Context: an optimization exercise on an open-source flow, tuned for small area. The choices shown serve that exercise and are no tape-out recipe.
In this exercise RTL edits were held to simulation tests only and were not proved equivalent to the original.
No activity file was given, so power comes from the tool's default toggle rates.

pepper:
==> flow/design.v (excerpt) <==
module oregon_core (
    input  wire        clk,
    input  wire        rst,
    input  wire        pulse_valid,
    input  wire [23:0] pulse_d,
    input  wire        cmd_valid,
    input  wire [31:0] cmd,
    output reg         rsp_valid,
    output wire [3:0]  rsp_status,
    output reg  [31:0] rsp_data
);
Settings: LEC_CHECK=0, CAP_MARGIN=20, CORE_MARGIN=2, CORE_UTILIZATION=45, PLACE_DENSITY=0.6, SLEW_MARGIN=20; clock period 15.0 ns.
standard.sh (not shown) runs the stock make flow with config.mk's settings and CLKGATE_MAP_FILE= SYNTH_SCRIPT=/design/flow/synth_recipe.tcl, a recipe that flattens the netlist after the stock synthesis.
==> flow/flow/run.sh <==
#!/bin/bash
# Own layout flow: the standard flow (standard.sh) with these changes:
#  * synthesis maps the logic with an area-oriented ABC script (flow/abc_area.script)
#    instead of ORFS's delay-oriented one; everything else in the synthesis, including
#    the flip-flop mapping and naming, is synth_recipe.tcl unchanged;
#  * clock tree synthesis clusters up to 25 sinks per clkbuf_16 leaf buffer, without dummy loads;
#  * ports are buffered with buf_1 cells.
# Each tool's output goes to the ORFS logs under orfs/logs; make's output to flow_make.log.
set -euo pipefail
W=$(pwd)
F=$W/flow

# ORFS's synth.tcl with only the ABC script replaced
sed 's#^\(  *\)log_cmd abc {\*}\$abc_args#\1set abc_args [lreplace $abc_args 1 1 '"$F"'/abc_area.script]\n\1log_cmd abc {*}$abc_args#' \
    "$FLOW_HOME/scripts/synth.tcl" > "$W/synth_area.tcl"
grep -q "abc_area.script" "$W/synth_area.tcl"
# The standard flow's synthesis script, sourcing that copy
sed 's#source \$::env(SCRIPTS_DIR)/synth.tcl#source '"$W"'/synth_area.tcl#' "$W/synth_recipe.tcl" > "$W/synth_own.tcl"
grep -q "synth_area.tcl" "$W/synth_own.tcl"

# standard.sh with the synthesis script swapped
sed 's#SYNTH_SCRIPT=[^ ]*#SYNTH_SCRIPT='"$W"'/synth_own.tcl#' "$W/standard.sh" > "$W/own.sh"
grep -q "synth_own.tcl" "$W/own.sh"

CTS="-sink_clustering_enable -repair_clock_nets -sink_clustering_size 25 -sink_clustering_max_diameter 100 -buf_list sky130_fd_sc_hd__clkbuf_16 -dont_use_dummy_load"
bash "$W/own.sh" "CTS_ARGS=$CTS" "BUFFER_PORTS_ARGS=-buffer_cell sky130_fd_sc_hd__buf_1" finish > "$W/flow_make.log" 2>&1
test -s "$W/out/final.def"
==> flow/flow/abc_area.script <==
&get -n
&st
&dch
&nf -R 1000 -p -C 32 -F 8 -A 8
&put
The inputs of quartz differ from those of pepper as listed below.
- changing CORE_UTILIZATION from 45 to 50
- changing PLACE_DENSITY from 0.6 to 0.68
The setup slack of quartz is larger than that of pepper. Against pepper as the reference, quartz delivers a higher global-route usage. Comparing pepper against quartz, there is no change at all in area after synthesis. Status: total power consumption of the routed design parity (pepper, quartz). Measured against each other, quartz and pepper differ in worst-margin pin slew, the lower figure coming from pepper. On quartz: ratio of routed vias to standard cells is 0.30 higher than what pepper gave.
> inputs changed (quartz -> violet)
- swapping 50 for 45 in CORE_UTILIZATION
- putting CTS_CLUSTER_DIAMETER at 100 where nothing was set
- swapping 0.68 for 0.6 in PLACE_DENSITY
- putting CTS_BUF_LIST at sky130_fd_sc_hd__clkbuf_16 where nothing was set
- putting CTS_CLUSTER_SIZE at 25 where nothing was set
==> flow/run.sh (new file) <==
#!/bin/bash
# synth_recipe.tcl (not shown) runs the flow's synth.tcl, then flattens the netlist and writes it again
# the make line also repeats each setting of config.mk as NAME=value (left out here)
make -C /OpenROAD-flow-scripts/flow DESIGN_CONFIG=/design/flow/config.mk WORK_HOME=/design/flow/orfs CLKGATE_MAP_FILE= SYNTH_SCRIPT=/design/flow/synth_recipe.tcl finish
removed: flow/flow/run.sh
removed: flow/flow/abc_area.script
removed: flow/standard.sh
Findings:
- quartz tops out at a higher clock frequency than violet.
- As of violet, combinational power had risen by more than a quarter compared to quartz.
- violet completed end to end with timing, DRC and antenna clean.
- Of the two values seen for endpoint of the most critical setup path, cnt[6][12]$_DFFE_PP_ was produced by quartz and cnt[7][6]$_DFFE_PP_ by violet.
- Sort quartz and violet by area added between synthesis and finish, descending, and quartz comes first.
- Compared with quartz, violet shows a routed wire length that is 100000 um higher.
- Setup slack: violet less than quartz
- Relative to quartz, the leakage dissipation of violet is higher by about 8%.
The following lists how yarrow was set up differently from violet:
- CTS_BUF_LIST no longer set, was sky130_fd_sc_hd__clkbuf_16
- CTS_CLUSTER_SIZE no longer set, was 25
- PLACE_DENSITY now 0.72, was 0.6
- CTS_CLUSTER_DIAMETER no longer set, was 100
==> flow/flow/run.sh (new file) <==
#!/bin/bash
# Own layout flow: the standard flow (standard.sh) with these changes:
#  * synthesis maps the logic with an area-oriented ABC script (flow/abc_area.script)
#    instead of ORFS's delay-oriented one; everything else in the synthesis, including
#    the flip-flop mapping and naming, is synth_recipe.tcl unchanged;
#  * clock tree synthesis clusters up to 25 sinks per clkbuf_16 leaf buffer, without dummy loads;
#  * ports are buffered with buf_1 cells.
# Each tool's output goes to the ORFS logs under orfs/logs; make's output to flow_make.log.
set -euo pipefail
W=$(pwd)
F=$W/flow

# ORFS's synth.tcl with only the ABC script replaced
sed 's#^\(  *\)log_cmd abc {\*}\$abc_args#\1set abc_args [lreplace $abc_args 1 1 '"$F"'/abc_area.script]\n\1log_cmd abc {*}$abc_args#' \
    "$FLOW_HOME/scripts/synth.tcl" > "$W/synth_area.tcl"
grep -q "abc_area.script" "$W/synth_area.tcl"
# The standard flow's synthesis script, sourcing that copy
sed 's#source \$::env(SCRIPTS_DIR)/synth.tcl#source '"$W"'/synth_area.tcl#' "$W/synth_recipe.tcl" > "$W/synth_own.tcl"
grep -q "synth_area.tcl" "$W/synth_own.tcl"

# standard.sh with the synthesis script swapped
sed 's#SYNTH_SCRIPT=[^ ]*#SYNTH_SCRIPT='"$W"'/synth_own.tcl#' "$W/standard.sh" > "$W/own.sh"
grep -q "synth_own.tcl" "$W/own.sh"

CTS="-sink_clustering_enable -repair_clock_nets -sink_clustering_size 25 -sink_clustering_max_diameter 100 -buf_list sky130_fd_sc_hd__clkbuf_16 -dont_use_dummy_load"
bash "$W/own.sh" "CTS_ARGS=$CTS" "BUFFER_PORTS_ARGS=-buffer_cell sky130_fd_sc_hd__buf_1" finish > "$W/flow_make.log" 2>&1
test -s "$W/out/final.def"
==> flow/flow/abc_area.script (new file) <==
&get -n
&st
&dch
&nf -R 1000 -p -C 32 -F 8 -A 8
&put
==> flow/standard.sh (new file) <==
#!/bin/bash
# synth_recipe.tcl (not shown) runs the flow's synth.tcl, then flattens the netlist and writes it again
# the make line also repeats each setting of config.mk as NAME=value (left out here)
make -C /OpenROAD-flow-scripts/flow DESIGN_CONFIG=/design/flow/config.mk WORK_HOME=/design/flow/orfs CLKGATE_MAP_FILE= SYNTH_SCRIPT=/design/flow/synth_recipe.tcl "${@:-finish}"
removed: flow/run.sh
Notes after the runs:
Of yarrow and violet, violet shows the lower logic depth of the worst setup path including buffers, with yarrow above it. Of yarrow and violet, it is yarrow that has the lower fraction of met2 tracks used by global routing. No stage failed in yarrow, and the final checks on the layout all came back clean. Looking at die height, yarrow sits 20 um lower than violet does. Relative to violet, yarrow improves final total power. Relative to violet, the number of cells on the worst reg-to-reg path measured on yarrow has decreased by a little under 10%. Taking violet as the reference, in yarrow floorplan die area decreased by 0.021 mm2 relative to the old numbers; xor-xnor portion of the synthesized cell area now sits lower.
## Diff of input files: indigo against yarrow
- PLACE_DENSITY: 0.72 -> 0.6
diff --git a/flow/flow/run.sh b/flow/flow/run.sh
--- a/flow/flow/run.sh
+++ b/flow/flow/run.sh
@@ -1,3 +1,3 @@
 #!/bin/bash
-# Own layout flow: the standard flow (standard.sh) with these changes:
+# Own layout flow: the standard flow (standard.sh) with two changes,
 #  * synthesis maps the logic with an area-oriented ABC script (flow/abc_area.script)
@@ -5,3 +5,3 @@
 #    the flip-flop mapping and naming, is synth_recipe.tcl unchanged;
-#  * clock tree synthesis clusters up to 25 sinks per clkbuf_16 leaf buffer, without dummy loads;
+#  * clock tree synthesis clusters up to 25 sinks per clkbuf_16 leaf buffer;
 #  * ports are buffered with buf_1 cells.
@@ -24,3 +24,3 @@
 
-CTS="-sink_clustering_enable -repair_clock_nets -sink_clustering_size 25 -sink_clustering_max_diameter 100 -buf_list sky130_fd_sc_hd__clkbuf_16 -dont_use_dummy_load"
+CTS="-sink_clustering_enable -repair_clock_nets -sink_clustering_size 25 -sink_clustering_max_diameter 100 -buf_list sky130_fd_sc_hd__clkbuf_16"
 bash "$W/own.sh" "CTS_ARGS=$CTS" "BUFFER_PORTS_ARGS=-buffer_cell sky130_fd_sc_hd__buf_1" finish > "$W/flow_make.log" 2>&1
Findings:
indigo reached the final stage; the timing, design-rule and antenna checks on its layout passed.
Cell count (indigo vs. yarrow) increases slightly
Against yarrow, indigo comes in about 0.43% higher on internal portion of total power.
Diff yarrow and indigo: number of inserted diodes higher in yarrow
Looking at global-route usage over all layers, indigo sits 1.1 points above yarrow.
Compared with yarrow, final total power in indigo increased slightly.
Lower area of all placed cells without fillers was reported by yarrow, not indigo.
The global-route wire length before repair in indigo sits 2.4% above the value recorded for yarrow.

## afterwards: timing with drivers on the ports
The flow's constraints put no driver on any port. The routed layouts listed below were extracted and timed again, unchanged, in two steps. Step 1, drivers: a clkbuf_16 drives clk and a buf_2 each remaining input, both assumed. Step 2 adds t to the input delays and takes it off the output delays; t is the mean of the earliest and latest rising clock arrival at the registers after step 1. Input paths then give back, and output paths get back, about the clock's delay inside the block. Three values: ideal, step 1, step 2; two values: the first two.
run | shift t [ns] | setup slack, ns | worst hold slack (ns)
pepper | 0.917 | 3.401 / 3.462 / 2.545 | 0.466 / 0.466 / 0.466
quartz | 0.911 | 3.695 / 3.769 / 2.857 | 0.479 / 0.479 / 0.479
violet | 0.992 | 2.758 / 2.836 / 1.844 | 0.478 / 0.478 / 0.478
yarrow | 0.964 | 3.011 / 3.069 / 2.105 | 0.484 / 0.484 / 0.484
indigo | 0.954 | 3.421 / 3.495 / 2.541 | 0.472 / 0.472 / 0.472
After both steps every run listed still meets setup and hold. For violet, which loses most, drivers alone change the setup slack by +0.078 ns; drivers and shift together by -0.914 ns.
